This is an optimization exercise on Yosys and OpenROAD, whose aim is small area, a short achievable clock period and few clock cycles per item, not a production implementation.
Only simulation tests tie the RTL to the original design; equivalence was not proved.
No activity file was given, so power comes from the tool's default toggle rates.

File: flow/design.v
module bf16_classify (
    input  wire [15:0] a,
    output wire        e_zero,    
    output wire        e_max,     
    output wire        m_zero,    
    output wire [6:0]  nm,        
    output wire [2:0]  k,         
    output wire [9:0]  ee         
);
    wire [6:0] m = a[6:0];
    assign e_zero = (a[14:7] == 8'd0);
    assign e_max  = (a[14:7] == 8'd255);
    assign m_zero = (m == 7'd0);
    reg [2:0] kk;
    always @* begin
        casez (m)
            7'b1??????: kk = 3'd1;
            7'b01?????: kk = 3'd2;
            7'b001????: kk = 3'd3;
            7'b0001???: kk = 3'd4;
            7'b00001??: kk = 3'd5;
            7'b000001?: kk = 3'd6;
            default:    kk = 3'd7;
        endcase
    end
    assign k  = e_zero ? kk : 3'd0;
    wire [7:0] sh = {1'b0, m} << kk;
    assign nm = e_zero ? sh[6:0] : m;
    assign ee = e_zero ? 10'd1 - {7'd0, kk} : {2'b00, a[14:7]};
endmodule
module bf16_addsub (
    input  wire [15:0] a,
    input  wire [15:0] b,         
    input  wire        a_zero,
    output wire        swap,      
    output wire        far,       
    output wire        rs,
    output wire        eff_sub,
    output wire [7:0]  eb,        
    output wire [8:0]  x          
);
    assign swap = (b[14:0] > a[14:0]) | a_zero;
    wire [15:0] big = swap ? b : a;
    wire [14:0] sml = swap ? a[14:0] : b[14:0];
    wire [7:0] es = sml[14:7];
    assign eb = big[14:7];
    wire [7:0] sigb = {eb != 8'd0, big[6:0]};
    wire [7:0] sigs = {es != 8'd0, sml[6:0]};
    wire [7:0] d = eb - es;
    assign far = (d > 8'd8) | (sml == 15'd0);
    wire [7:0] sigs_sh = sigs >> d[3:0];
    assign eff_sub = a[15] ^ b[15];
    assign rs = big[15];
    wire [8:0] sum = {1'b0, sigb} + {1'b0, sigs_sh ^ {8{eff_sub}}} + {8'd0, eff_sub};
    assign x = {sum[8] & ~eff_sub, sum[7:0]};
endmodule
module bf16_addsub_fin (
    input  wire        rs,
    input  wire [7:0]  eb,
    input  wire [7:0]  x,
    output reg  [15:0] r
);
    reg [3:0] k;
    always @* begin
        casez (x)
            8'b1???????: k = 4'd0;
            8'b01??????: k = 4'd1;
            8'b001?????: k = 4'd2;
            8'b0001????: k = 4'd3;
            8'b00001???: k = 4'd4;
            8'b000001??: k = 4'd5;
            8'b0000001?: k = 4'd6;
            8'b00000001: k = 4'd7;
            default:     k = 4'd8;
        endcase
    end
    wire [7:0] xn  = x << k[2:0];
    wire [8:0] e_k = {1'b0, eb} - {5'd0, k};
    always @* begin
        if (k == 4'd8)                           r = 16'h0000;    
        else if (k != 4'd0 && (e_k[8] || e_k[7:0] == 8'd0)) r = {rs, 15'd0};
        else                                     r = {rs, e_k[7:0], xn[6:0]};
    end
endmodule
module bf16_mul (input wire [6:0] a_nm, input wire [6:0] b_nm, output wire [8:0] p);
  wire [6:0] a = a_nm;
  wire [6:0] b = b_nm;
  wire n1 = (a[6] & b[0]) ^ (a[5] & b[1]);
  wire n2 = (a[6] & b[0]) & (a[5] & b[1]);
  wire n3 = b[0] ^ (a[6] & b[1]) ^ (a[5] & b[2]);
  wire n4 = (b[0] & (a[6] & b[1])) | (b[0] & (a[5] & b[2])) | ((a[6] & b[1]) & (a[5] & b[2]));
  wire n5 = (a[4] & b[3]) ^ (a[3] & b[4]);
  wire n6 = (a[4] & b[3]) & (a[3] & b[4]);
  wire n7 = b[1] ^ (a[6] & b[2]) ^ (a[5] & b[3]);
  wire n8 = (b[1] & (a[6] & b[2])) | (b[1] & (a[5] & b[3])) | ((a[6] & b[2]) & (a[5] & b[3]));
  wire n9 = (a[4] & b[4]) ^ (a[3] & b[5]);
  wire n10 = (a[4] & b[4]) & (a[3] & b[5]);
  wire n11 = b[2] ^ (a[6] & b[3]) ^ (a[5] & b[4]);
  wire n12 = (b[2] & (a[6] & b[3])) | (b[2] & (a[5] & b[4])) | ((a[6] & b[3]) & (a[5] & b[4]));
  wire n13 = (a[4] & b[0]) ^ (a[3] & b[1]);
  wire n14 = (a[4] & b[0]) & (a[3] & b[1]);
  wire n15 = (a[5] & b[0]) ^ (a[4] & b[1]) ^ (a[3] & b[2]);
  wire n16 = ((a[5] & b[0]) & (a[4] & b[1])) | ((a[5] & b[0]) & (a[3] & b[2])) | ((a[4] & b[1]) & (a[3] & b[2]));
  wire n17 = (a[2] & b[3]) ^ (a[1] & b[4]);
  wire n18 = (a[2] & b[3]) & (a[1] & b[4]);
  wire n19 = n1 ^ (a[4] & b[2]) ^ (a[3] & b[3]);
  wire n20 = (n1 & (a[4] & b[2])) | (n1 & (a[3] & b[3])) | ((a[4] & b[2]) & (a[3] & b[3]));
  wire n21 = (a[2] & b[4]) ^ (a[1] & b[5]) ^ (a[0] & b[6]);
  wire n22 = ((a[2] & b[4]) & (a[1] & b[5])) | ((a[2] & b[4]) & (a[0] & b[6])) | ((a[1] & b[5]) & (a[0] & b[6]));
  wire n23 = n2 ^ n3 ^ n5;
  wire n24 = (n2 & n3) | (n2 & n5) | (n3 & n5);
  wire n25 = (a[2] & b[5]) ^ (a[1] & b[6]) ^ a[0];
  wire n26 = ((a[2] & b[5]) & (a[1] & b[6])) | ((a[2] & b[5]) & a[0]) | ((a[1] & b[6]) & a[0]);
  wire n27 = n4 ^ n6 ^ n7;
  wire n28 = (n4 & n6) | (n4 & n7) | (n6 & n7);
  wire n29 = n9 ^ (a[2] & b[6]) ^ a[1];
  wire n30 = (n9 & (a[2] & b[6])) | (n9 & a[1]) | ((a[2] & b[6]) & a[1]);
  wire n31 = n8 ^ n10 ^ n11;
  wire n32 = (n8 & n10) | (n8 & n11) | (n10 & n11);
  wire n33 = (a[4] & b[5]) ^ (a[3] & b[6]) ^ a[2];
  wire n34 = ((a[4] & b[5]) & (a[3] & b[6])) | ((a[4] & b[5]) & a[2]) | ((a[3] & b[6]) & a[2]);
  wire n35 = n12 ^ b[3] ^ (a[6] & b[4]);
  wire n36 = (n12 & b[3]) | (n12 & (a[6] & b[4])) | (b[3] & (a[6] & b[4]));
  wire n37 = (a[5] & b[5]) ^ (a[4] & b[6]) ^ a[3];
  wire n38 = ((a[5] & b[5]) & (a[4] & b[6])) | ((a[5] & b[5]) & a[3]) | ((a[4] & b[6]) & a[3]);
  wire n39 = b[4] ^ (a[6] & b[5]) ^ (a[5] & b[6]);
  wire n40 = (b[4] & (a[6] & b[5])) | (b[4] & (a[5] & b[6])) | ((a[6] & b[5]) & (a[5] & b[6]));
  wire n41 = (a[3] & b[0]) ^ (a[2] & b[1]);
  wire n42 = (a[3] & b[0]) & (a[2] & b[1]);
  wire n43 = n13 ^ (a[2] & b[2]) ^ (a[1] & b[3]);
  wire n44 = (n13 & (a[2] & b[2])) | (n13 & (a[1] & b[3])) | ((a[2] & b[2]) & (a[1] & b[3]));
  wire n45 = n14 ^ n15 ^ n17;
  wire n46 = (n14 & n15) | (n14 & n17) | (n15 & n17);
  wire n47 = n16 ^ n18 ^ n19;
  wire n48 = (n16 & n18) | (n16 & n19) | (n18 & n19);
  wire n49 = n20 ^ n22 ^ n23;
  wire n50 = (n20 & n22) | (n20 & n23) | (n22 & n23);
  wire n51 = n24 ^ n26 ^ n27;
  wire n52 = (n24 & n26) | (n24 & n27) | (n26 & n27);
  wire n53 = n28 ^ n30 ^ n31;
  wire n54 = (n28 & n30) | (n28 & n31) | (n30 & n31);
  wire n55 = n32 ^ n34 ^ n35;
  wire n56 = (n32 & n34) | (n32 & n35) | (n34 & n35);
  wire n57 = n36 ^ n38 ^ n39;
  wire n58 = (n36 & n38) | (n36 & n39) | (n38 & n39);
  wire n59 = n40 ^ b[5] ^ (a[6] & b[6]);
  wire n60 = (n40 & b[5]) | (n40 & (a[6] & b[6])) | (b[5] & (a[6] & b[6]));
  wire n61 = (a[2] & b[0]) ^ (a[1] & b[1]);
  wire n62 = (a[2] & b[0]) & (a[1] & b[1]);
  wire n63 = n41 ^ (a[1] & b[2]) ^ (a[0] & b[3]);
  wire n64 = (n41 & (a[1] & b[2])) | (n41 & (a[0] & b[3])) | ((a[1] & b[2]) & (a[0] & b[3]));
  wire n65 = n42 ^ n43 ^ (a[0] & b[4]);
  wire n66 = (n42 & n43) | (n42 & (a[0] & b[4])) | (n43 & (a[0] & b[4]));
  wire n67 = n44 ^ n45 ^ (a[0] & b[5]);
  wire n68 = (n44 & n45) | (n44 & (a[0] & b[5])) | (n45 & (a[0] & b[5]));
  wire n69 = n46 ^ n47 ^ n21;
  wire n70 = (n46 & n47) | (n46 & n21) | (n47 & n21);
  wire n71 = n48 ^ n49 ^ n25;
  wire n72 = (n48 & n49) | (n48 & n25) | (n49 & n25);
  wire n73 = n50 ^ n51 ^ n29;
  wire n74 = (n50 & n51) | (n50 & n29) | (n51 & n29);
  wire n75 = n52 ^ n53 ^ n33;
  wire n76 = (n52 & n53) | (n52 & n33) | (n53 & n33);
  wire n77 = n54 ^ n55 ^ n37;
  wire n78 = (n54 & n55) | (n54 & n37) | (n55 & n37);
  wire n79 = n56 ^ n57 ^ a[4];
  wire n80 = (n56 & n57) | (n56 & a[4]) | (n57 & a[4]);
  wire n81 = n58 ^ n59 ^ a[5];
  wire n82 = (n58 & n59) | (n58 & a[5]) | (n59 & a[5]);
  wire n83 = n60 ^ b[6] ^ a[6];
  wire n84 = (n60 & b[6]) | (n60 & a[6]) | (b[6] & a[6]);
  wire [15:0] r0 = {1'b0, n84, n82, n80, n78, n76, n74, n72, n70, n68, n66, n64, n62, n61, (a[1] & b[0]), (a[0] & b[0])};
  wire [15:0] r1 = {1'b0, 1'b1, n83, n81, n79, n77, n75, n73, n71, n69, n67, n65, n63, (a[0] & b[2]), (a[0] & b[1]), 1'b0};
  wire [16:0] c;
  assign c[0] = 1'b0;
  genvar k;
  generate for (k = 0; k < 16; k = k + 1) begin : g
    assign c[k+1] = (r0[k] & r1[k]) | (r0[k] & c[k]) | (r1[k] & c[k]);
  end endgenerate
  assign p = r0[15:7] ^ r1[15:7] ^ c[15:7];
endmodule
module bf16_mul_fin (
    input  wire        rs,
    input  wire        is_mul,
    input  wire [8:0]  x,
    input  wire [9:0]  re_in,
    output reg  [15:0] r
);
    wire [9:0] re  = re_in + {9'd0, x[8]};
    wire [7:0] sig = x[8] ? x[8:1] : x[7:0];
    wire [2:0] dsh = 3'd1 - re[2:0];    
    wire [7:0] den = sig >> dsh;
    wire neg = re[9];
    always @* begin
        if (!neg && re[8:0] >= 9'd255)               r = {rs, 15'h7F80};
        else if (is_mul && (neg || re == 10'd0)) begin
            if (neg && re < 10'h3FA)                 r = {rs, 15'd0};       
            else                                     r = {rs, 8'd0, den[6:0]};
        end else                                     r = {rs, re[7:0], sig[6:0]};
    end
endmodule
module bf16_div #(parameter N = 3) (
    input  wire [6:0]  a_nm,
    input  wire [6:0]  b_nm,
    output wire        ge,         
    output reg  [7:0]  rem,        
    output reg  [6:0]  mq          
);
    wire [7:0] x = {1'b1, a_nm};
    wire [7:0] y = {1'b1, b_nm};
    assign ge = (a_nm >= b_nm);
    wire [8:0] xs = ge ? {1'b0, x} : {x, 1'b0};
    wire [8:0] d0 = xs - {1'b0, y};      
    reg  [8:0] t;
    integer i;
    always @* begin
        rem = d0[7:0];
        mq  = 7'd0;
        for (i = 6; i > 6 - N; i = i - 1) begin
            t     = {rem, 1'b0} - {1'b0, y};
            mq[i] = ~t[8] | rem[7];
            if (mq[i]) rem = t[7:0];
            else       rem = {rem[6:0], 1'b0};
        end
    end
endmodule
module bf16_div_fin #(parameter N = 3) (
    input  wire [7:0]  rem_in,
    input  wire [6:0]  b_nm,
    input  wire [6:0]  mq_in,
    output reg  [6:0]  mq
);
    wire [7:0] y = {1'b1, b_nm};
    reg  [7:0] rem;
    reg  [8:0] t;
    integer i;
    always @* begin
        rem = rem_in;
        mq  = mq_in;
        for (i = 6 - N; i >= 0; i = i - 1) begin
            t     = {rem, 1'b0} - {1'b0, y};
            mq[i] = ~t[8] | rem[7];
            if (mq[i]) rem = t[7:0];
            else       rem = {rem[6:0], 1'b0};
        end
    end
endmodule
module bf16_alu (
    input  wire        clk,
    input  wire        rst,         
    input  wire        in_valid,
    output wire        in_ready,
    input  wire [2:0]  op,
    input  wire [15:0] a,
    input  wire [15:0] b,
    output reg         out_valid,
    output reg  [15:0] r
);
    localparam N = 2;                      
    localparam RAW = 2'd0, DIV = 2'd1, NRM = 2'd2, SUM = 2'd3;
    assign in_ready = 1'b1;
    reg        v0;
    reg [2:0]  op0;
    reg [15:0] a0, b0;
    always @(posedge clk) begin
        v0  <= ~rst & in_valid;
        op0 <= op;
        a0  <= a;
        b0  <= b;
    end
    wire is_add = (op0[2:1] == 2'b00);
    wire is_mul = (op0 == 3'd2);
    wire is_div = (op0 == 3'd3);
    wire [15:0] bx = {b0[15] ^ (op0 == 3'd1), b0[14:0]};    
    wire a_ez, a_em, a_mz, b_ez, b_em, b_mz;
    wire [6:0] a_nm, b_nm;
    wire [2:0] a_k, b_k;
    wire [9:0] a_ee, b_ee;
    bf16_classify ca (.a(a0), .e_zero(a_ez), .e_max(a_em), .m_zero(a_mz), .nm(a_nm), .k(a_k), .ee(a_ee));
    bf16_classify cb (.a(b0), .e_zero(b_ez), .e_max(b_em), .m_zero(b_mz), .nm(b_nm), .k(b_k), .ee(b_ee));
    wire a_zero = a_ez & a_mz, a_inf = a_em & a_mz, a_nan = a_em & ~a_mz, a_den = a_ez & ~a_mz;
    wire b_zero = b_ez & b_mz, b_inf = b_em & b_mz, b_nan = b_em & ~b_mz;
    wire rs_md  = a0[15] ^ b0[15];
    wire       add_swap, add_far, add_rs, add_sub;
    wire [7:0] add_e;
    wire [8:0] add_x;
    bf16_addsub u_add (.a(a0), .b(bx), .a_zero(a_zero), .swap(add_swap), .far(add_far),
                       .rs(add_rs), .eff_sub(add_sub), .eb(add_e), .x(add_x));
    wire [8:0] mul_p;
    bf16_mul u_mul (.a_nm(a_nm), .b_nm(b_nm), .p(mul_p));
    wire       div_ge;
    wire [7:0] div_rem;
    wire [6:0] div_mq;
    bf16_div #(.N(N)) u_div (.a_nm(a_nm), .b_nm(b_nm), .ge(div_ge), .rem(div_rem), .mq(div_mq));
    wire [4:0] lp  = {2'b00, b_k} - {2'b00, a_k} - {4'd0, ~div_ge};
    wire div_sat   = ~lp[4] & (lp != 5'd0);
    wire [8:0] sat_e = {1'b0, a0[14:8], a0[7] | a_ez} + 9'd126;    
    wire [9:0] re_md = a_ee + (b_ee ^ {10{is_div}}) + (is_div ? 10'd127 : 10'h381)
                     + {9'd0, is_div & div_ge};
    wire md_ovf = ~re_md[9] & (re_md[8:0] >= 9'd255);
    wire md_unf = re_md[9] | (re_md == 10'd0);
    reg sel_a, sel_b, sel_nan, sel_inf, sel_zero, sel_sat, sel_add, sel_mul, sel_div;
    always @* begin
        sel_a = 1'b0; sel_b = 1'b0; sel_nan = 1'b0; sel_inf = 1'b0; sel_zero = 1'b0;
        sel_sat = 1'b0; sel_add = 1'b0; sel_mul = 1'b0; sel_div = 1'b0;
        if (op0[2]) begin
        end else if (a_nan)     sel_a = 1'b1;
        else if (b_nan)         sel_b = 1'b1;
        else if (is_add) begin
            if (a_inf & b_inf & add_sub) sel_nan = 1'b1;
            else if (a_inf)              sel_a = 1'b1;
            else if (b_inf)              sel_b = 1'b1;
            else if (add_far) begin
                sel_a = ~add_swap;
                sel_b = add_swap;
            end else sel_add = 1'b1;
        end else if (is_mul) begin
            if ((a_inf & b_zero) | (b_inf & a_zero)) sel_nan = 1'b1;
            else if (a_inf | b_inf)                  sel_inf = 1'b1;
            else if (a_zero | b_zero)                sel_zero = 1'b1;
            else                                     sel_mul = 1'b1;
        end else begin
            if ((a_inf & b_inf) | (a_zero & b_zero)) sel_nan = 1'b1;
            else if (a_inf | b_zero)                 sel_inf = 1'b1;
            else if (b_inf | a_zero)                 sel_zero = 1'b1;
            else if (div_sat) begin
                if (sat_e[8] | (sat_e[7:0] == 8'd255)) sel_inf = 1'b1;
                else                                   sel_sat = 1'b1;
            end
            else if (md_ovf)                         sel_inf = 1'b1;
            else if (md_unf)                         sel_zero = 1'b1;
            else                                     sel_div = 1'b1;
        end
    end
    wire sel_un = op0[2];
    wire [1:0] mode = sel_div ? DIV : (sel_add & add_sub) ? NRM : (sel_add | sel_mul) ? SUM : RAW;
    wire [2:0] cls_code = {a_den, ~a_zero & ~a_inf & ~a_den, a_inf | ~a_zero & ~a_den & ~a_nan};
    reg  [2:0] ucode;
    always @* begin
        case (op0[1:0])
            2'd0:    ucode = {2'b00, a_zero};
            2'd1:    ucode = {2'b00, a_nan};
            2'd2:    ucode = {2'b00, a_inf};
            default: ucode = cls_code;
        endcase
    end
    wire s_d = (sel_a & a0[15]) | (sel_b & bx[15]) | (sel_add & add_rs)
             | ((sel_inf | sel_zero | sel_sat | sel_mul | sel_div) & rs_md);
    wire [9:0] e_d = ({10{sel_a}} & {2'b00, a0[14:7]})
                   | ({10{sel_b}} & {2'b00, bx[14:7]})
                   | ({10{sel_nan | sel_inf}} & 10'd255)
                   | ({10{sel_sat}} & {2'b00, sat_e[7:0]})
                   | ({10{sel_add}} & {2'b00, add_e})
                   | ({10{sel_mul | sel_div}} & re_md);
    wire [8:0] x_d = ({9{sel_a}} & {2'b00, a0[6:0]})
                   | ({9{sel_b}} & {2'b00, bx[6:0]})
                   | ({9{sel_nan}} & 9'h040)
                   | ({9{sel_sat}} & 9'h07F)
                   | ({9{sel_un}} & {6'd0, ucode})
                   | ({9{sel_add}} & add_x)
                   | ({9{sel_mul}} & mul_p)
                   | ({9{sel_div}} & {1'b0, div_rem});
    reg        v1;
    reg [1:0]  m1;
    reg        mul1;
    reg        s1;
    reg [9:0]  e1;
    reg [8:0]  x1;
    reg [6:0]  y1, q1;
    always @(posedge clk) begin
        v1   <= ~rst & v0;
        m1   <= mode;
        mul1 <= is_mul;
        s1   <= s_d;
        e1   <= e_d;
        x1   <= x_d;
        y1   <= b_nm;
        q1   <= div_mq;
    end
    wire [15:0] nrm_r, sum_r;
    wire [6:0]  div_m;
    bf16_addsub_fin u_nrm (.rs(s1), .eb(e1[7:0]), .x(x1[7:0]), .r(nrm_r));
    bf16_mul_fin    u_sum (.rs(s1), .is_mul(mul1), .x(x1), .re_in(e1), .r(sum_r));
    bf16_div_fin #(.N(N)) u_divf (.rem_in(x1[7:0]), .b_nm(y1), .mq_in(q1), .mq(div_m));
    wire [15:0] res = ({16{m1 == RAW}} & {s1, e1[7:0], x1[6:0]})
                    | ({16{m1 == DIV}} & {s1, e1[7:0], div_m})
                    | ({16{m1 == NRM}} & nrm_r)
                    | ({16{m1 == SUM}} & sum_r);
    always @(posedge clk) begin
        out_valid <= ~rst & v1;
        r         <= res;
    end
endmodule
File: flow/flow/run.sh
#!/bin/bash
# Standard layout, with two changes in how it is made:
# - the port buffers are plain buffers (buf_2) instead of the default delay cell;
# - the resizer's setup repair aims for slack well beyond the 46 ns clock,
#   so that it sizes the critical paths for speed.
export BUFFER_PORTS_ARGS="-buffer_cell sky130_fd_sc_hd__buf_2"
export SETUP_SLACK_MARGIN=36.0
bash standard.sh > standard.log 2>&1
File: flow/standard.sh
#!/bin/bash
# synth_recipe.tcl (not shown) runs the flow's synth.tcl, then flattens the netlist and writes it again
# the make line also repeats each setting of config.mk as NAME=value (left out here)
make -C /OpenROAD-flow-scripts/flow DESIGN_CONFIG=/design/flow/config.mk WORK_HOME=/design/flow/orfs CLKGATE_MAP_FILE= SYNTH_SCRIPT=/design/flow/synth_recipe.tcl "${@:-finish}"
File: flow/config.mk
export PLATFORM = sky130hd
export DESIGN_NAME = bf16_alu
export DESIGN_NICKNAME = bf16_alu
export VERILOG_FILES = /design/flow/design.v
export SDC_FILE = /design/flow/constraint.sdc
export NUM_CORES = 4
export LEC_CHECK = 0
export ABC_AREA = 1
export CAP_MARGIN = 20
export CORE_MARGIN = 2
export CORE_UTILIZATION = 70
export PLACE_DENSITY = 0.8
export SLEW_MARGIN = 20
File: flow/constraint.sdc
create_clock -name core_clock -period 46.0 [get_ports {clk}]
set_input_delay 9.2000 -clock core_clock [delete_from_list [all_inputs] [get_ports {clk}]]
set_output_delay 9.2000 -clock core_clock [all_outputs]
set_load 0.01 [all_outputs]
==> impl_metrics.tcl, run 1 <==
set metrics [dict create \
    irDropWorstVdd_v 0.000118 \
    syn_to_final_growth_pct 6.35 \
    cts.reportedPaths.clkPinSlew_ns 0.07 \
    totalWireLength_mm 33.6 \
    grt_overflow 0 \
    synth_mux_area_frac 0.00167 \
    cts_tree "built" \
    syn_area_per_cell_um2 6.39 \
    finalMaxSlewViolations 0 \
    ctsRootBufferMaster "clkbuf_16" \
    post_cts_buffers 0 \
    chipHeight_um 135 \
    yosysWarnings 6 \
    die_area_um2 18100 \
    first_pass_iters 7 \
    min_period_ns 9.99 \
    p_seq_frac 0.140 \
    run_status "finished clean" \
    crit_required_ns 36.80 \
    clk_latency_ns 0.36 \
    synth.area.top_cells "nand2_1 15%, dfxtp_1 14%, ha_1 12%, inv_1 8.9%, fa_1 7.7%" \
    drc 0 \
    synth-simple-area-share 0.317 \
    maxCapViolations 0 \
    cts_buffer_depth 2 \
    dp_cells 2122 \
    p_int_uw 336 \
    tightest_slew_ns 0.864 \
    powerDensity_nw_per_um2 56.8 \
    fin_cells 2138 \
    initial_core_util 0.718 \
    synth_cells 1871 \
    nets 2113 \
    synth-compound-area-share 0.166 \
    max_slew_margin 0.422 \
    grt_max_degree 64 \
    crit_fanout 1 \
    fp.dieW_um 135 \
    synth.distinct_cells 62 \
    htreeDepth 3 \
    core_um2 16600 \
    power.share.switching 0.535 \
    cts_hold_buf 0 \
    yosysTopAreaCellShare 0.145 \
    rows 47 \
    setup_viol 0 \
    place_hpwl_mm 27.0 \
    grt_pass1_wl_mm 54.9 \
    n_fill_cell 1396 \
    path_buf_inv 1 \
    cp_cell_sequence "buf_2" \
    numCtsBuffers 9 \
    final_common_cell "nand2_1" \
    synth_largest_area_cell "nand2_1" \
    place.port_buffers 54 \
    clkSinkCount 86 \
    rsz0062_at_grt "yes" \
    setup_tns_ns 0 \
    multi_input_area_um2 8890 \
    antenna_found_initial 0 \
    layout_common_cells "463 x nand2_1, 284 x inv_1, 170 x nor2_1, 134 x o21ai_0, 116 x ha_1" \
    via_per_inst 5.94 \
    grt_usage 0.373 \
    p_switching_uw 386 \
    arrival_ns 0.79 \
    via_count 12700 \
    p_comb_frac 0.750 \
    wl_per_cell_um 15.7 \
    worstSetupPathType "reg -> out" \
    finalHoldViolCount 0 \
    ios 56 \
    critPathSlowestCell "dfxtp_1" \
    hp-class "reg -> reg" \
    synth_xor_area_frac 0.0601 \
    end_kind "output port" \
    final.setup_skew_ns 0.0133 \
    drt_iter0_drc 1191 \
    globalplace.congestion 1.02 \
    grt_pass1_vias 11800 \
    clkPwrFrac 0.111 \
    max_freq_ghz 0.100 \
    ys_seq_elements 86 \
    startpoint_type "flip-flop" \
    ant_nets 0 \
    p_leak_uw 0.00653 \
    synth_top_family_by_area "simple AND/OR/NAND/NOR gates" \
    synth_area_um2 12000 \
    syn_nets 2071 \
    synthAdderAreaFrac 0.198 \
    post-route-period-util 0.217 \
    slowest_delay_ns 0.32 \
    seq_area_um2 1730 \
    diodes 0 \
    synth-seq-area-share 0.144 \
    drive_gt1_frac 0.0845 \
    crit_family "flip-flops" \
]
## path summary, 6_finish.rpt
kind | start | to | slack, ns | depth (start not counted)
setup / recovery | r[11] | r[11] | 36.01 | 1
hold / removal | v0 | v1 | 0.41 | 2
setup reg to reg | x1[0] | r[0] | 37.02 | 51
hold reg to reg | v0 | v1 | 0.41 | 2
## Yosys cell counts, drive strengths merged
library cell,n
or2,8
xor2,57
o2111ai,6
o31a,1
a211oi,7
nor2,178
fa,46
nor3b,1
nor4,10
a311oi,2
xnor2,25
a21o,5
and2,1
a221oi,5
conb,1
buf,15
a31oi,12
and3,3
clkbuf,12
ha,116
inv,308
o21a,2
o311ai,1
clkinv,5
nand2,489
o22ai,14
nand3b,9
a21oi,95
dfxtp,86
o221ai,5
a22oi,5
nor3,21
nand4,33
nand3,104
o21bai,10
o211ai,13
o31ai,4
a21boi,1
o32ai,1
mux2i,2
o21ai,152
## metal layers
layer,up-vias,track usage,share of wire
li1,6190,-,-
met1,5703,0.490,0.41
met2,685,0.617,0.45
met3,115,0.0657,0.10
met4,0,0.136,0.033
met5,-,0,0
## worst register-to-register path: cells and delay by family, from the launching register on
family                     cells  cell delay [ns]
AOI/OAI and AO/OA             19             3.69
buffers and inverters          5             0.71
and+or+nand+nor               22             2.10
adders and majority gates      5             1.92
DFF                            1             0.46
## state kept, by name (all words and copies together) (netlist names), 2 cells and up
signal,flops
m1,2
r,16
y1,7
q1,2
op0,3
b0,16
e1,10
x1,9
a0,16
## cell families after synthesis
group | Yosys count
buffers and inverters | 340
and+or+nand+nor | 857
muxes | 2
adders and majority gates | 162
DFF | 86
AOI/OAI and AO/OA | 341
xor gates and xnor gates | 82
other | 1
## power groups by stage
stage                     clock [µW]  sequential, µW  combinational [µW]
after global routing            82.6             102                 608
after floorplan                    0             100                 414
after global placement             0             102                 510
after detailed placement           0             102                 527
final                           79.8             101                 541
after CTS                       80.2             100                 532
## area by class of cell
class	instances	area share
Multi-Input combinational cell	1445	0.700
Sequential cell	86	0.136
Clock inverter	7	0.00669
Timing Repair Buffer	58	0.0256
Inverter	313	0.0930
Clock buffer	9	0.0177
Tap cell	220	0.0217
## stage by stage
stage	total power (µW)	setup WS [ns]	utilization	hold WS [ns]	cell area (µm²)
5_1_grt	793	35.99	0.764	0.428	12700
4_1_cts	712	36.01	0.762	0.412	12700
3_3_place_gp	612	36.40	0.743	0.398	12400
3_5_place_dp	629	36.38	0.743	0.402	12400
2_1_floorplan	514	36.47	-	0.388	12000
6_report	722	36.01	0.764	0.409	12700
## what timing repair did
item | CTS | global route
setup endpoints to repair | 1 | 9
resized for setup | 2 | 6
gates cloned | 0 | 0
Testbench counts, summed over its fixed seeds: cycles 32,024, items 32,000.
==> inputs of run 2 (changes only) <==
--- a/flow/design.v
+++ b/flow/design.v
@@ -56,11 +56,18 @@
 endmodule
-module bf16_addsub_fin (
-    input  wire        rs,
-    input  wire [7:0]  eb,
-    input  wire [7:0]  x,
-    output reg  [15:0] r
+module bf16_fin (
+    input  wire [1:0]  mode,      
+    input  wire        is_mul,
+    input  wire        s,
+    input  wire [9:0]  e,
+    input  wire [8:0]  x,
+    input  wire [6:0]  div_m,
+    output wire [15:0] r
 );
+    wire raw = (mode == 2'd0);
+    wire div = (mode == 2'd1);
+    wire nrm = (mode == 2'd2);
+    wire sum = (mode == 2'd3);
     reg [3:0] k;
     always @* begin
-        casez (x)
+        casez (x[7:0])
             8'b1???????: k = 4'd0;
@@ -76,9 +83,23 @@
     end
-    wire [7:0] xn  = x << k[2:0];
-    wire [8:0] e_k = {1'b0, eb} - {5'd0, k};
-    always @* begin
-        if (k == 4'd8)                           r = 16'h0000;    
-        else if (k != 4'd0 && (e_k[8] || e_k[7:0] == 8'd0)) r = {rs, 15'd0};
-        else                                     r = {rs, e_k[7:0], xn[6:0]};
-    end
+    wire       zero8 = k[3];                        
+    wire [7:0] xn    = x[7:0] << k[2:0];
+    wire [9:0] re    = e + ({10{nrm}} & ~{6'd0, k}) + {9'd0, nrm | x[8]};
+    wire [6:0] msum  = x[8] ? x[7:1] : x[6:0];
+    wire [3:0] dsh   = 4'd1 - e[3:0];                
+    wire [8:0] den   = x >> dsh;
+    wire le0  = re[9] | (re == 10'd0);
+    wire ovf  = ~re[9] & (re[8:0] >= 9'd255);
+    wire ltm6 = re[9] & (re < 10'h3FA);              
+    wire n_ok  = nrm & ~le0 & ~zero8;
+    wire s_ok  = sum & ~ovf & ~(is_mul & le0);
+    wire s_den = sum & is_mul & le0 & ~ltm6;
+    wire [7:0] ex = ({8{raw | div}} & e[7:0])
+                  | ({8{n_ok | s_ok}} & re[7:0])
+                  | ({8{sum & ovf}} & 8'hFF);
+    wire [6:0] mx = ({7{raw}} & x[6:0])
+                  | ({7{div}} & div_m)
+                  | ({7{n_ok}} & xn[6:0])
+                  | ({7{s_ok}} & msum)
+                  | ({7{s_den}} & den[6:0]);
+    assign r = {s & ~(nrm & zero8), ex, mx};
 endmodule
@@ -181,22 +202,2 @@
 endmodule
-module bf16_mul_fin (
-    input  wire        rs,
-    input  wire        is_mul,
-    input  wire [8:0]  x,
-    input  wire [9:0]  re_in,
-    output reg  [15:0] r
-);
-    wire [9:0] re  = re_in + {9'd0, x[8]};
-    wire [7:0] sig = x[8] ? x[8:1] : x[7:0];
-    wire [2:0] dsh = 3'd1 - re[2:0];    
-    wire [7:0] den = sig >> dsh;
-    wire neg = re[9];
-    always @* begin
-        if (!neg && re[8:0] >= 9'd255)               r = {rs, 15'h7F80};
-        else if (is_mul && (neg || re == 10'd0)) begin
-            if (neg && re < 10'h3FA)                 r = {rs, 15'd0};       
-            else                                     r = {rs, 8'd0, den[6:0]};
-        end else                                     r = {rs, re[7:0], sig[6:0]};
-    end
-endmodule
 module bf16_div #(parameter N = 3) (
@@ -379,11 +380,6 @@
     end
-    wire [15:0] nrm_r, sum_r;
     wire [6:0]  div_m;
-    bf16_addsub_fin u_nrm (.rs(s1), .eb(e1[7:0]), .x(x1[7:0]), .r(nrm_r));
-    bf16_mul_fin    u_sum (.rs(s1), .is_mul(mul1), .x(x1), .re_in(e1), .r(sum_r));
+    wire [15:0] res;
     bf16_div_fin #(.N(N)) u_divf (.rem_in(x1[7:0]), .b_nm(y1), .mq_in(q1), .mq(div_m));
-    wire [15:0] res = ({16{m1 == RAW}} & {s1, e1[7:0], x1[6:0]})
-                    | ({16{m1 == DIV}} & {s1, e1[7:0], div_m})
-                    | ({16{m1 == NRM}} & nrm_r)
-                    | ({16{m1 == SUM}} & sum_r);
+    bf16_fin u_fin (.mode(m1), .is_mul(mul1), .s(s1), .e(e1), .x(x1), .div_m(div_m), .r(res));
     always @(posedge clk) begin
--- a/flow/config.mk
+++ b/flow/config.mk
@@ -10,4 +10,6 @@
 export CORE_MARGIN = 2
-export CORE_UTILIZATION = 70
-export PLACE_DENSITY = 0.8
+export CORE_UTILIZATION = 80
+export CTS_CLUSTER_DIAMETER = 300
+export CTS_CLUSTER_SIZE = 100
+export PLACE_DENSITY = 0.88
 export SLEW_MARGIN = 20
==> run 2 against run 1 <==
Against the previous run: die area fell by 12%; largest power group unchanged; critical endpoint is now r[1]; sequential share of layout area grew 0.10 points; final area is 0.96% lower; global-route usage grew 6.8 points; clock skew about the same; sequential power shrank 4%.
==> impl_metrics.tcl, run 2 <==
set metrics [dict create \
    grt_max_degree 50 \
    startpoint "r[1]" \
    p_leak_uw 0.00665 \
    tightest_slew_ns 0.964 \
    arrival_ns 0.78 \
    core_um2 14500 \
    fp.dieW_um 126 \
    syn_area_per_cell_um2 6.41 \
    yosysWarnings 5 \
    diodes 0 \
    powerDensity_nw_per_um2 48.0 \
    yosysTopAreaCellShare 0.147 \
    r2r-start "a0[8]" \
    layout_common_cells "469 x nand2_1, 303 x inv_1, 153 x nor2_1, 120 x o21ai_0, 119 x ha_1" \
    antenna_found_initial 1 \
    dp_cells 2080 \
    setup_tns_ns 0 \
    initial_core_util 0.822 \
    async_flop_share 0 \
    ys_seq_elements 86 \
    synth-simple-area-share 0.310 \
    path_buf_inv 1 \
    drt_iter0_drc 1737 \
    crit_family "flip-flops" \
    numCtsBuffers 9 \
    wl_per_cell_um 16.8 \
    drive_gt1_frac 0.0774 \
    cts_tree "built" \
    clkSinkCount 86 \
    max_freq_ghz 0.100 \
    run_status "finished clean" \
    min_period_ns 9.98 \
    crit_fanout 1 \
    rows 44 \
    htreeDepth 3 \
    irDropWorstVdd_v 0.0000560 \
    grt_pass1_wl_mm 57.9 \
    rsz0062_at_grt "yes" \
    cts_buffer_depth 2 \
    grt_pass1_vias 12700 \
    via_count 13200 \
    syn_nets 2070 \
    die_area_um2 15900 \
    place_ws_ns 36.38 \
    synth.most_common_cell "nand2_1" \
    ant_nets 0 \
    crit_required_ns 36.80 \
    synth_edf_count 0 \
    cts.reportedPaths.clkPinSlew_ns 0.07 \
    final.setup_skew_ns 0.0136 \
    ys.flop_type "dfxtp_1" \
    grt_usage 0.442 \
    max_slew_margin 0.353 \
    synth.area.top_cells "nand2_1 15%, dfxtp_1 14%, ha_1 12%, inv_1 9.5%, fa_1 8.2%" \
    final.setup.worst_slack_ns 36.02 \
    ctsRootBufferMaster "clkbuf_16" \
    finalHoldViolCount 0 \
    synth_commonest_cells "469 x nand2_1, 303 x inv_1, 153 x nor2_1, 120 x o21ai_0, 119 x ha_1" \
    grt_overflow 0 \
    post-route-period-util 0.217 \
    reg_top3 "a0: 16 flops, b0: 16 flops, r: 16 flops" \
    post_cts_buffers 0 \
    chipHeight_um 126 \
    critPathSlowestCell "dfxtp_2" \
    first_pass_iters 7 \
    finalMaxSlewViolations 0 \
    ctsResizeCount 1 \
    cp_cell_sequence "buf_6" \
    synth_xor_area_frac 0.0579 \
    clk_latency_ns 0.37 \
    slowest_delay_ns 0.32 \
    place_hpwl_mm 27.5 \
    maxCapViolations 0 \
    synth-seq-area-share 0.144 \
    place.port_buffers 54 \
    synth_mux_area_frac 0 \
    totalWireLength_mm 35.3 \
    synth_top_family_by_area "simple AND/OR/NAND/NOR gates" \
    synthAdderAreaFrac 0.207 \
    hp-class "reg -> reg" \
    drc 0 \
    nets 2113 \
    syn_to_final_growth_pct 5.41 \
    synth_cells 1864 \
    ios 56 \
    end_kind "output port" \
    fin_cells 2096 \
    via_per_inst 6.29 \
    cts_hold_buf 0 \
    setup_viol 0 \
    startpoint_type "flip-flop" \
    worstSetupPathType "reg -> out" \
    synth_area_um2 11900 \
    final_common_cell "nand2_1" \
    synth_largest_area_cell "nand2_1" \
    globalplace.congestion 1.08 \
    synth-compound-area-share 0.164 \
    min_from "v1" \
    synth.distinct_cells 60 \
]
[run 2: metrics by stage]
stage | total power (µW) | utilization | hold WS, ns | instance area (µm²)
after floorplan | 417 | - | 0.388 | 11900
after global placement | 490 | 0.846 | 0.391 | 12300
after detailed placement | 513 | 0.846 | 0.402 | 12300
after CTS | 590 | 0.866 | 0.414 | 12600
after global routing | 657 | 0.866 | 0.426 | 12600
final | 604 | 0.866 | 0.413 | 12600
[run 2: where the power goes]
part	leakage, µW	internal, µW	switching (µW)	total, µW
logic	0.00579	158	275	433
registers	0.000720	85.2	12.0	97.2
clock network	0.000142	38.0	36.5	74.5
[run 2: cell type report]
cell class / count / area, µm²
Sequential cell: 86 / 1720
Inverter: 319 / 1200
Fill cell: 942 / 1940
Tap cell: 184 / 230
Multi-Input combinational cell: 1432 / 8830
Timing Repair Buffer: 59 / 314
Clock inverter: 7 / 66.3
Clock buffer: 9 / 225
[run 2: cell families after synthesis]
logic type               Yosys count
AO/OA/AOI/OAI                    333
XOR/XNOR                          79
adder cells (fa/ha/maj)          168
buffers and inverters            346
flip-flops                        86
other                              1
AND/OR/NAND/NOR                  851
[run 2: worst paths after layout]
path	end	slack [ns]	depth (start not counted)
setup reg to reg	x1[7]	36.92	46
setup / recovery	r[1]	36.02	1
hold reg to reg	out_valid	0.41	2
hold / removal	out_valid	0.41	2
[run 2: layer usage]
layer  GRT usage  wire length, µm
met5           0               12
met4       0.243             1830
met3       0.102             4640
met2       0.725            16000
met1       0.536            12800
Testbench counts of run 2, summed over its fixed seeds: cycles 32,024, items 32,000.
==> inputs of run 3 (changes only) <==
--- a/flow/config.mk
+++ b/flow/config.mk
@@ -10,6 +10,4 @@
 export CORE_MARGIN = 2
-export CORE_UTILIZATION = 80
-export CTS_CLUSTER_DIAMETER = 300
-export CTS_CLUSTER_SIZE = 100
-export PLACE_DENSITY = 0.88
+export CORE_UTILIZATION = 70
+export PLACE_DENSITY = 0.8
 export SLEW_MARGIN = 20
==> run 3 against run 2 <==
Against the previous run: worst setup slack worse by 0.0071 ns; critical path type unchanged; hold slack lost 0.0093 ns; still clean; global-route usage down 5.8 points; clock power is 5.1% higher.
==> impl_metrics.tcl, run 3 <==
set metrics [dict create \
    crit_fanout 1 \
    place_ws_ns 36.39 \
    cts.reportedPaths.clkPinSlew_ns 0.07 \
    setup_tns_ns 0 \
    powerDensity_nw_per_um2 47.1 \
    crit_family "flip-flops" \
    synth-seq-area-share 0.144 \
    cts_hold_buf 0 \
    p_leak_uw 0.00665 \
    globalplace.congestion 1.02 \
    yosysTopAreaCellShare 0.147 \
    finalMaxSlewViolations 0 \
    clkSinkCount 86 \
    grt_pass1_vias 11600 \
    ctsRootBufferMaster "clkbuf_16" \
    die_area_um2 18100 \
    final.setup.worst_slack_ns 36.01 \
    end_kind "output port" \
    wl_per_cell_um 16.2 \
    post-route-period-util 0.217 \
    clk_latency_ns 0.36 \
    async_flop_share 0 \
    synth_edf_count 0 \
    cts_buffer_depth 2 \
    setup_viol 0 \
    worstSetupPathType "reg -> out" \
    synth.area.top_cells "nand2_1 15%, dfxtp_1 14%, ha_1 12%, inv_1 9.5%, fa_1 8.2%" \
    drc 0 \
    reg_top3 "a0: 16 flops, b0: 16 flops, r: 16 flops" \
    initial_core_util 0.718 \
    slowest_delay_ns 0.31 \
    startpoint_type "flip-flop" \
    cts_tree "built" \
    drt_iter0_drc 1370 \
    final_common_cell "nand2_1" \
    finish.utilization 0.761 \
    grt_overflow 0 \
    max_slew_margin 0.374 \
    path_buf_inv 1 \
    run_status "finished clean" \
    arrival_ns 0.79 \
    nets 2113 \
    yosysWarnings 5 \
    synth_cells 1864 \
    maxCapViolations 0 \
    irDropWorstVdd_v 0.0000776 \
    synth_largest_area_cell "nand2_1" \
    fp.dieW_um 135 \
    syn_area_per_cell_um2 6.41 \
    tightest_slew_ns 0.932 \
    htreeDepth 3 \
    antenna_found_initial 1 \
    synth_area_um2 11900 \
    cp_cell_sequence "buf_2" \
    place.port_buffers 54 \
    totalWireLength_mm 34.5 \
    min_period_ns 9.99 \
    rows 47 \
    finalHoldViolCount 0 \
    syn_to_final_growth_pct 5.98 \
    ant_nets 0 \
    numCtsBuffers 9 \
    core_um2 16600 \
    ys_seq_elements 86 \
    chipHeight_um 135 \
    grt_usage 0.384 \
    synth.most_common_cell "nand2_1" \
    max_freq_ghz 0.100 \
    ys.flop_type "dfxtp_1" \
    syn_nets 2070 \
    synth.distinct_cells 60 \
    ios 56 \
    first_pass_iters 6 \
    critPathSlowestCell "dfxtp_2" \
    place_hpwl_mm 27.6 \
    grt_max_degree 50 \
    synth_commonest_cells "469 x nand2_1, 303 x inv_1, 153 x nor2_1, 120 x o21ai_0, 119 x ha_1" \
    layout_common_cells "469 x nand2_1, 303 x inv_1, 153 x nor2_1, 120 x o21ai_0, 119 x ha_1" \
    via_per_inst 5.96 \
    rsz0062_at_grt "yes" \
    via_count 12700 \
    final.setup_skew_ns 0.0149 \
    grt_pass1_wl_mm 56.0 \
    n_fill_cell 1342 \
    drive_gt1_frac 0.0779 \
    hp-class "reg -> reg" \
    crit_required_ns 36.80 \
]
run 3: cell counts after synthesis:
Identical to the previous run, type by type.
run 3: routing by layer:
layer	routed length [µm]	GRT usage
met2	15600	0.622
met1	14300	0.508
met5	0	0
met3	3510	0.0698
met4	1170	0.152
run 3: worst paths after layout:
check             startpoint         to  slack [ns]  cells after the start
hold reg to reg           v1  out_valid        0.40                      2
hold / removal            v1  out_valid        0.40                      2
setup reg to reg       b0[6]      x1[7]       37.01                     48
setup / recovery   out_valid  out_valid       36.01                      1
run 3: per-stage QoR:
step	cells	area, µm²	hold WS (ns)	power [µW]
2_1_floorplan	1864	11900	0.388	417
3_3_place_gp	2116	12300	0.393	493
3_5_place_dp	2116	12300	0.397	509
4_1_cts	2132	12600	0.409	588
5_1_grt	2132	12700	0.417	654
6_report	2133	12700	0.403	597
run 3: kinds of logic (layout without fill, tap and decap cells):
| kind of cell | Yosys count | in the layout | share of synthesized area |
|---|---|---|---|
| compound gates | 333 | 333 | 0.164 |
| xor+xnor | 79 | 79 | 0.0579 |
| fa+ha+maj | 168 | 168 | 0.207 |
| buf+inv | 346 | 394 | 0.116 |
| flops | 86 | 86 | 0.144 |
| other cells | 1 | 2 | 0.000314 |
| simple gates | 851 | 851 | 0.310 |
run 3: repair_timing:
action | 4_1_cts | 5_1_grt
endpoints found under the setup margin | 0 | 5
buffers inserted | 0 | 0
resized for setup | 0 | 5
run 3: cell type report:
| class | count | area, µm² | share of cell area |
|---|---|---|---|
| multi-input cells | 1432 | 8830 | 0.698 |
| flip-flops and latches | 86 | 1730 | 0.136 |
| inverters | 319 | 1200 | 0.0947 |
| repair buffers | 59 | 320 | 0.0253 |
| well taps | 220 | 275 | 0.0217 |
| clock buffers | 10 | 229 | 0.0181 |
| clock inverters | 6 | 75.1 | 0.00593 |
| diodes | 1 | 2.50 | 0.000198 |
run 3: where the power goes:
part | total (µW) | internal [µW] | switching, µW
Sequential | 97.3 | 85.2 | 12.1
Clock | 78.3 | 43.1 | 35.3
Combinational | 421 | 157 | 263
Total | 597 | 286 | 311
==> inputs of run 4 (changes only) <==
--- a/flow/design.v
+++ b/flow/design.v
@@ -49,5 +49,5 @@
     wire [7:0] d = eb - es;
-    assign far = (d > 8'd8) | (sml == 15'd0);
-    wire [7:0] sigs_sh = sigs >> d[3:0];
-    assign eff_sub = a[15] ^ b[15];
+    assign far = (d > 8'd8) | (sml == 15'd0) | (eb == 8'd255);    
+    wire [7:0] sigs_sh = far ? 8'd0 : sigs >> d[3:0];
+    assign eff_sub = (a[15] ^ b[15]) & ~far;
     assign rs = big[15];
@@ -58,3 +58,3 @@
     input  wire [1:0]  mode,      
-    input  wire        is_mul,
+    input  wire        aux,       
     input  wire        s,
@@ -69,2 +69,3 @@
     wire sum = (mode == 2'd3);
+    wire mul = sum & aux;
     reg [3:0] k;
@@ -85,5 +86,9 @@
     wire [7:0] xn    = x[7:0] << k[2:0];
-    wire [9:0] re    = e + ({10{nrm}} & ~{6'd0, k}) + {9'd0, nrm | x[8]};
+    wire [9:0] d  = ({10{nrm}} & ~{6'd0, k})
+                  | ({10{mul}} & 10'h381)
+                  | ({10{div}} & 10'd127);
+    wire       ci = nrm | (sum & x[8]) | (div & aux);
+    wire [9:0] re = e + d + {9'd0, ci};
     wire [6:0] msum  = x[8] ? x[7:1] : x[6:0];
-    wire [3:0] dsh   = 4'd1 - e[3:0];                
+    wire [3:0] dsh   = 4'd0 - e[3:0];                
     wire [8:0] den   = x >> dsh;
@@ -93,9 +98,10 @@
     wire n_ok  = nrm & ~le0 & ~zero8;
-    wire s_ok  = sum & ~ovf & ~(is_mul & le0);
-    wire s_den = sum & is_mul & le0 & ~ltm6;
-    wire [7:0] ex = ({8{raw | div}} & e[7:0])
-                  | ({8{n_ok | s_ok}} & re[7:0])
-                  | ({8{sum & ovf}} & 8'hFF);
+    wire s_ok  = sum & ~ovf & ~(mul & le0);
+    wire d_ok  = div & ~ovf & ~le0;
+    wire s_den = mul & le0 & ~ltm6;
+    wire [7:0] ex = ({8{raw}} & e[7:0])
+                  | ({8{n_ok | s_ok | d_ok}} & re[7:0])
+                  | ({8{(sum | div) & ovf}} & 8'hFF);
     wire [6:0] mx = ({7{raw}} & x[6:0])
-                  | ({7{div}} & div_m)
+                  | ({7{d_ok}} & div_m)
                   | ({7{n_ok}} & xn[6:0])
@@ -298,6 +304,3 @@
     wire [8:0] sat_e = {1'b0, a0[14:8], a0[7] | a_ez} + 9'd126;    
-    wire [9:0] re_md = a_ee + (b_ee ^ {10{is_div}}) + (is_div ? 10'd127 : 10'h381)
-                     + {9'd0, is_div & div_ge};
-    wire md_ovf = ~re_md[9] & (re_md[8:0] >= 9'd255);
-    wire md_unf = re_md[9] | (re_md == 10'd0);
+    wire [9:0] re_md = a_ee + (b_ee ^ {10{is_div}});
     reg sel_a, sel_b, sel_nan, sel_inf, sel_zero, sel_sat, sel_add, sel_mul, sel_div;
@@ -310,9 +313,4 @@
         else if (is_add) begin
-            if (a_inf & b_inf & add_sub) sel_nan = 1'b1;
-            else if (a_inf)              sel_a = 1'b1;
-            else if (b_inf)              sel_b = 1'b1;
-            else if (add_far) begin
-                sel_a = ~add_swap;
-                sel_b = add_swap;
-            end else sel_add = 1'b1;
+            if (a_inf & b_inf & (a0[15] ^ bx[15])) sel_nan = 1'b1;
+            else                         sel_add = 1'b1;
         end else if (is_mul) begin
@@ -330,4 +328,2 @@
             end
-            else if (md_ovf)                         sel_inf = 1'b1;
-            else if (md_unf)                         sel_zero = 1'b1;
             else                                     sel_div = 1'b1;
@@ -365,3 +361,3 @@
     reg [1:0]  m1;
-    reg        mul1;
+    reg        mul1;                  
     reg        s1;
@@ -373,3 +369,3 @@
         m1   <= mode;
-        mul1 <= is_mul;
+        mul1 <= sel_div ? div_ge : is_mul;
         s1   <= s_d;
@@ -383,3 +379,3 @@
     bf16_div_fin #(.N(N)) u_divf (.rem_in(x1[7:0]), .b_nm(y1), .mq_in(q1), .mq(div_m));
-    bf16_fin u_fin (.mode(m1), .is_mul(mul1), .s(s1), .e(e1), .x(x1), .div_m(div_m), .r(res));
+    bf16_fin u_fin (.mode(m1), .aux(mul1), .s(s1), .e(e1), .x(x1), .div_m(div_m), .r(res));
     always @(posedge clk) begin
==> run 4 against run 3 <==
Against the previous run: area after synthesis shrank 2.1%; hold slack about the same; clock skew is 0.0021 ns higher; final area is 1.8% lower; critical path depth unchanged; clock power fell by 6.9%; final cell count decreased by 3.6%; still clean on timing, DRC and antenna; largest cell class unchanged.
==> impl_metrics.tcl, run 4 <==
set metrics [dict create \
    run_status "finished clean" \
    max_slew_margin 0.387 \
    clkSinkCount 86 \
    drc 0 \
    async_flop_share 0 \
    die_area_um2 17700 \
    arrival_ns 0.78 \
    layout_common_cells "417 x nand2_1, 289 x inv_1, 168 x nor2_1, 122 x ha_1, 111 x o21ai_0" \
    synth-seq-area-share 0.147 \
    nets 2040 \
    worstSetupPathType "reg -> out" \
    finalHoldViolCount 0 \
    drt_iter0_drc 1328 \
    ys.flop_type "dfxtp_1" \
    synth_largest_area_cell "dfxtp_1" \
    synth_cells 1787 \
    synth.distinct_cells 71 \
    rows 47 \
    irDropWorstVdd_v 0.000137 \
    htreeDepth 3 \
    grtUsageMet3 0.0460 \
    clk_latency_ns 0.36 \
    numCtsBuffers 9 \
    wl_per_cell_um 15.7 \
    core_um2 16500 \
    maxCapViolations 0 \
    final.setup.worst_slack_ns 36.02 \
    cts.reportedPaths.clkPinSlew_ns 0.07 \
    synth-compound-area-share 0.177 \
    rsz0062_at_grt "yes" \
    chipHeight_um 133 \
    synth.most_common_cell "nand2_1" \
    grt_pass1_vias 11200 \
    cp_cell_sequence "buf_2" \
    synth_top_family_by_area "simple AND/OR/NAND/NOR gates" \
    via_per_inst 5.87 \
    hp-class "reg -> reg" \
    setup_viol 0 \
    post-route-period-util 0.217 \
    path_buf_inv 1 \
    met1_usage 0.484 \
    reg_top3 "a0: 16 flops, b0: 16 flops, r: 16 flops" \
    crit_family "flip-flops" \
    critPathSlowestCell "dfxtp_1" \
    grt_busiest_layer "met2" \
    p_leak_uw 0.00647 \
    synth_area_um2 11700 \
    crit_required_ns 36.80 \
    totalWireLength_mm 32.3 \
    startpoint_type "flip-flop" \
    min_period_ns 9.98 \
    tightest_slew_ns 0.911 \
    via_count 12100 \
    grt_pass1_wl_mm 52.5 \
    ios 56 \
    end_kind "output port" \
    post_cts_buffers 0 \
    synth_commonest_cells "417 x nand2_1, 289 x inv_1, 168 x nor2_1, 122 x ha_1, 111 x o21ai_0" \
    final.setup_skew_ns 0.0170 \
    final_common_cell "nand2_1" \
    ctsRootBufferMaster "clkbuf_16" \
    ys_seq_elements 86 \
    cts_buffer_depth 2 \
    crit_fanout 1 \
    place_hpwl_mm 25.8 \
    yosysTopAreaCellShare 0.147 \
    total_power_uw 787 \
    place.port_buffers 54 \
    finalMaxSlewViolations 0 \
    grtUsageMet2 0.612 \
    syn_area_per_cell_um2 6.54 \
    grt_overflow 0 \
    drive_gt1_frac 0.0817 \
    yosysWarnings 5 \
    dp_cells 2040 \
    grt_usage 0.363 \
    synth.area.top_cells "dfxtp_1 15%, nand2_1 13%, ha_1 13%, inv_1 9.3%, fa_1 8.4%" \
    fp.dieW_um 133 \
    synthAdderAreaFrac 0.215 \
    synth_mux_area_frac 0.000856 \
    max_freq_ghz 0.100 \
    syn_to_final_growth_pct 6.32 \
    fin_cells 2056 \
    ant_nets 0 \
    powerDensity_nw_per_um2 63.3 \
    slowest_delay_ns 0.31 \
    synth_xor_area_frac 0.0576 \
    diodes 0 \
    first_pass_iters 7 \
    grt_max_degree 53 \
    place_ws_ns 36.38 \
    syn_nets 1996 \
    synth-simple-area-share 0.291 \
    finish.utilization 0.755 \
    antenna_found_initial 0 \
    cts_tree "built" \
    synth_edf_count 0 \
    setup_tns_ns 0 \
    globalplace.congestion 0.985 \
    initial_core_util 0.710 \
]
-- run 4: cell count changes in the layout (fill, tap and decap cells not counted), moves of 8 or more --
cell     before  now
a21oi_1      91   81
inv_1       303  289
nand2_1     469  417
nand2_2      27   18
nor2_1      153  168
nor3_1       21    6
o21ai_0     120  111
o21ai_1      15   23
-- run 4: final cells by class --
cell class | count | area [µm²]
Clock buffer | 10 | 239
Fill cell | 1357 | 4040
Timing Repair Buffer | 60 | 328
Multi-Input combinational cell | 1367 | 8660
Tap cell | 220 | 275
Clock inverter | 6 | 51.3
Inverter | 307 | 1150
Sequential cell | 86 | 1720
-- run 4: path summary, 6_finish.rpt --
| kind | cells after the start | slack [ns] | end | startpoint |
|---|---|---|---|---|
| worst max-delay path | 1 | 36.02 | r[7] | r[7] |
| worst min-delay path | 2 | 0.40 | out_valid | v1 |
| worst max register to register | 51 | 37.13 | x1[7] | b0[2] |
| worst min register to register | 2 | 0.40 | out_valid | v1 |
-- run 4: layer usage --
layer | up-vias | part of all wire
met3 | 94 | 0.084
met2 | 573 | 0.46
li1 | 5956 | -
met1 | 5451 | 0.43
met4 | 0 | 0.029
met5 | - | 0
-- run 4: what timing repair did --
item	4_1_cts	5_1_grt
resized for setup	0	4
setup endpoints to repair	0	7
hold buffers	0	0
-- run 4: kinds of logic (layout without fill, tap and decap cells) --
family / after synthesis / count (layout)
simple gates: 780 / 780
fa+ha+maj: 171 / 171
mux: 1 / 1
xor+xnor: 76 / 76
flops: 86 / 86
compound gates: 338 / 338
other cells: 1 / 1
buf+inv: 334 / 383
-- run 4: power breakdown --
part / switching [µW] / internal [µW]
clock network: 33.9 / 39.0
logic: 380 / 229
registers: 15.8 / 89.1
-- run 4: stage by stage --
step                area [µm²]  hold slack [ns]
floorplan                11700            0.388
global placement         12100            0.391
detailed placement       12100            0.395
CTS                      12400            0.404
global route             12400            0.412
finish                   12400            0.403
-- run 4: worst register-to-register path: cells and delay by family, from the launching register on --
kind | cells | cell delay, ns
DFF | 1 | 0.39
xor gates and xnor gates | 1 | 0.22
adders and majority gates | 4 | 1.30
AOI/OAI and AO/OA | 12 | 2.43
buffers and inverters | 12 | 1.62
and+or+nand+nor | 22 | 2.85
Testbench counts of run 4, summed over its fixed seeds: cycles 32,024, items 32,000.
==> inputs of run 5 (changes only) <==
==> flow/flow/run.sh (replaced) <==
#!/bin/bash
# Standard layout, with two changes in how it is made:
# - the port buffers are plain buffers (buf_1) instead of the default delay cell;
# - the resizer's setup repair aims for slack well beyond the 46 ns clock,
#   so that it sizes the critical paths for speed.
export BUFFER_PORTS_ARGS="-buffer_cell sky130_fd_sc_hd__buf_1"
export SETUP_SLACK_MARGIN=36.0
bash standard.sh > standard.log 2>&1
--- a/flow/config.mk
+++ b/flow/config.mk
@@ -11,2 +11,3 @@
 export CORE_UTILIZATION = 70
+export CTS_BUF_LIST = sky130_fd_sc_hd__clkbuf_4 sky130_fd_sc_hd__clkbuf_8
 export PLACE_DENSITY = 0.8
==> run 5 against run 4 <==
Against the previous run: utilization fell by 0.84 points; synthesized cell count did not move; still clean; via count fell by 0.37%; worst setup slack got worse by 0.049 ns; register-to-register slack barely moved; largest power group unchanged; hold slack improved by 0.0062 ns; clock power fell by 13%; sequential power barely moved; first-iteration DRC count rose by 1.8%; wire length fell by 1.3%; sequential share of layout area rose by 0.15 points; critical path type unchanged.
==> impl_metrics.tcl, run 5 <==
set metrics [dict create \
    yosysWarnings 5 \
    startpoint_type "flip-flop" \
    irDropWorstVdd_v 0.000157 \
    post_cts_buffers 0 \
    grt_max_degree 53 \
    min_from "v1" \
    final.setup.worst_slack_ns 35.97 \
    clkPwrFrac 0.083 \
    power.share.switching 0.548 \
    syn_to_final_growth_pct 5.13 \
    crit_required_ns 36.80 \
    ys.flop_type "dfxtp_1" \
    final.setup_skew_ns 0.0203 \
    max_freq_ghz 0.0997 \
    n_fill_cell 1424 \
    rows 47 \
    maxCapViolations 0 \
    syn_nets 1996 \
    drt_iter0_drc 1352 \
    synth.distinct_cells 71 \
    grt_busiest_layer "met2" \
    cts_buffer_depth 2 \
    grt_pass1_wl_mm 52.2 \
    synth-seq-area-share 0.147 \
    globalplace.congestion 1.01 \
    syn_area_per_cell_um2 6.54 \
    holdWs_ns 0.409 \
    met1_usage 0.489 \
    clkSinkCount 86 \
    crit_fanout 1 \
    grt_pass1_vias 10900 \
    nets 2037 \
    grt_overflow 0 \
    finalMaxSlewViolations 0 \
    post-route-period-util 0.218 \
    crit_family "flip-flops" \
    grt_usage 0.361 \
    worstSetupPathType "reg -> out" \
    arrival_ns 0.83 \
    rsz0062_at_grt "yes" \
    final_common_cell "nand2_1" \
    wl_per_cell_um 15.5 \
    htreeDepth 3 \
    place.port_buffers 54 \
    place_hpwl_mm 25.6 \
    ys_seq_elements 86 \
    p_int_uw 347 \
    synth_largest_area_cell "dfxtp_1" \
    startpoint "r[14]" \
    tightest_slew_ns 0.895 \
    r2r-start "b0[12]" \
    cts_tree "built" \
    drive_gt1_frac 0.0595 \
    initial_core_util 0.710 \
    run_status "finished clean" \
    first_pass_iters 6 \
    chipHeight_um 133 \
    slowest_delay_ns 0.32 \
    worstSetupEndpoint "r[14]" \
    p_switching_uw 421 \
    via_count 12000 \
    ios 56 \
    fp.dieW_um 133 \
    diodes 0 \
    finalHoldViolCount 0 \
    synth_commonest_cells "417 x nand2_1, 289 x inv_1, 168 x nor2_1, 122 x ha_1, 111 x o21ai_0" \
    total_power_uw 768 \
    synth.most_common_cell "nand2_1" \
    min_period_ns 10.03 \
    die_area_um2 17700 \
    yosysTopAreaCellShare 0.147 \
    via_per_inst 5.86 \
    drc 0 \
    hp-class "reg -> reg" \
    p_comb_frac 0.782 \
    p_seq_frac 0.135 \
    synth.area.top_cells "dfxtp_1 15%, nand2_1 13%, ha_1 13%, inv_1 9.3%, fa_1 8.4%" \
    grtUsageMet2 0.597 \
    cp.depth 1 \
    grtUsageMet3 0.0498 \
    r2r_end "x1[7]" \
    ant_nets 0 \
    clk_latency_ns 0.40 \
    layout_common_cells "417 x nand2_1, 289 x inv_1, 168 x nor2_1, 122 x ha_1, 111 x o21ai_0" \
    setup_tns_ns 0 \
    reg2reg_depth 51 \
    cts.reportedPaths.clkPinSlew_ns 0.10 \
    numCtsBuffers 9 \
    synth_edf_count 0 \
    setup_viol 0 \
    async_flop_share 0 \
    path_buf_inv 1 \
    max_slew_margin 0.398 \
    end_kind "output port" \
    place_ws_ns 36.36 \
    powerDensity_nw_per_um2 62.5 \
    synth_cells 1787 \
    synth_area_um2 11700 \
    ctsRootBufferMaster "clkbuf_8" \
    p_leak_uw 0.00633 \
    reg_top3 "a0: 16 flops, b0: 16 flops, r: 16 flops" \
    critPathSlowestCell "dfxtp_2" \
    antenna_found_initial 0 \
    totalWireLength_mm 31.8 \
    regToRegSetupSlack_ns 37.14 \
    cp_cell_sequence "buf_2" \
    core_um2 16500 \
]
[run 5: cell types whose count changed in the layout (fill, tap and decap cells not counted), sizes merged]
cell,delta
bufinv,+2
clkbuf,-1
clkinv,-3
inv,+1
clkinvlp,+1
buf,-3
[run 5: cell families (layout without fill, tap and decap cells)]
family	count (synthesis)	after routing	share of synthesized area
buffers and inverters	334	380	0.112
xor gates and xnor gates	76	76	0.0576
DFF	86	86	0.147
muxes	1	1	0.000856
AOI/OAI and AO/OA	338	338	0.177
and+or+nand+nor	780	780	0.291
other	1	1	0.000321
adders and majority gates	171	171	0.215
[run 5: area by class of cell]
cell class,instances,area [µm²],share of cell area
clock buffer,9,124,0.0101
clock inverter,7,110,0.00896
inverter,307,1150,0.0939
multi-input combinational,1367,8660,0.704
sequential,86,1720,0.140
tap,220,275,0.0224
timing repair buffer,57,246,0.0201
[run 5: metal layers]
layer  share of wire  vias to the layer above
met5               0                        -
met1            0.42                     5424
met2            0.46                      584
met4           0.030                        0
li1                -                     5930
met3           0.092                       91
[run 5: worst min path at each step]
| stage | end | slack, ns | depth (start not counted) |
|---|---|---|---|
| 2_1_floorplan | out_valid | 0.39 | 2 |
| 3_3_place_gp | out_valid | 0.39 | 2 |
| 3_5_place_dp | out_valid | 0.40 | 2 |
| 4_1_cts | out_valid | 0.41 | 2 |
| 5_1_grt | out_valid | 0.42 | 2 |
| 6_report | out_valid | 0.41 | 2 |
[run 5: what timing repair did]
item	CTS	global route
cloned	0	0
endpoints found under the setup margin	17	17
hold buffers	0	0
resized for setup	17	1
[run 5: power by group through the flow]
stage	sequential, µW	combinational (µW)	clock (µW)
after floorplan	101	473	0
after global placement	105	573	0
after detailed placement	105	589	0
after CTS	103	595	64.0
after global routing	105	685	66.4
final	104	601	63.5
[run 5: metrics by stage]
step | cells | cell area, µm² | utilization
after global routing | 2053 | 12300 | 0.746
after floorplan | 1787 | 11700 | -
after detailed placement | 2037 | 12000 | 0.731
after CTS | 2053 | 12300 | 0.746
after global placement | 2037 | 12000 | 0.731
final | 2053 | 12300 | 0.746

re-timing with driven ports:
No port has a modelled driver above. Below, the same layouts with a new extraction and two added sets of constraints.
Step 1 (the two cells are an assumption about what drives the block):
set clk [get_ports {clk}]
set_driving_cell -lib_cell sky130_fd_sc_hd__clkbuf_16 $clk
set_driving_cell -lib_cell sky130_fd_sc_hd__buf_2 [delete_from_list [all_inputs] $clk]
Step 2 moves the port delays by t, midway between the first and last clock arrival at a register: inputs arrive t later, outputs are due t later. That takes back most of the time a late clock gives input paths.
Slacks: ideal ports / drivers / drivers and shift; pairs: ideal ports / drivers.
run | t (ns) | slack for setup (ns) | worst register clock-pin slew, ns
run 1 | 0.407 | 36.010 / 35.960 / 36.367 | 0.08 / 0.08
run 2 | 0.408 | 36.016 / 35.968 / 36.376 | 0.08 / 0.08
run 3 | 0.404 | 36.009 / 35.960 / 36.365 | 0.08 / 0.08
run 4 | 0.403 | 36.016 / 35.966 / 36.369 | 0.08 / 0.08
run 5 | 0.434 | 35.967 / 35.921 / 36.355 | 0.11 / 0.11
After both steps every run listed still meets setup and hold.
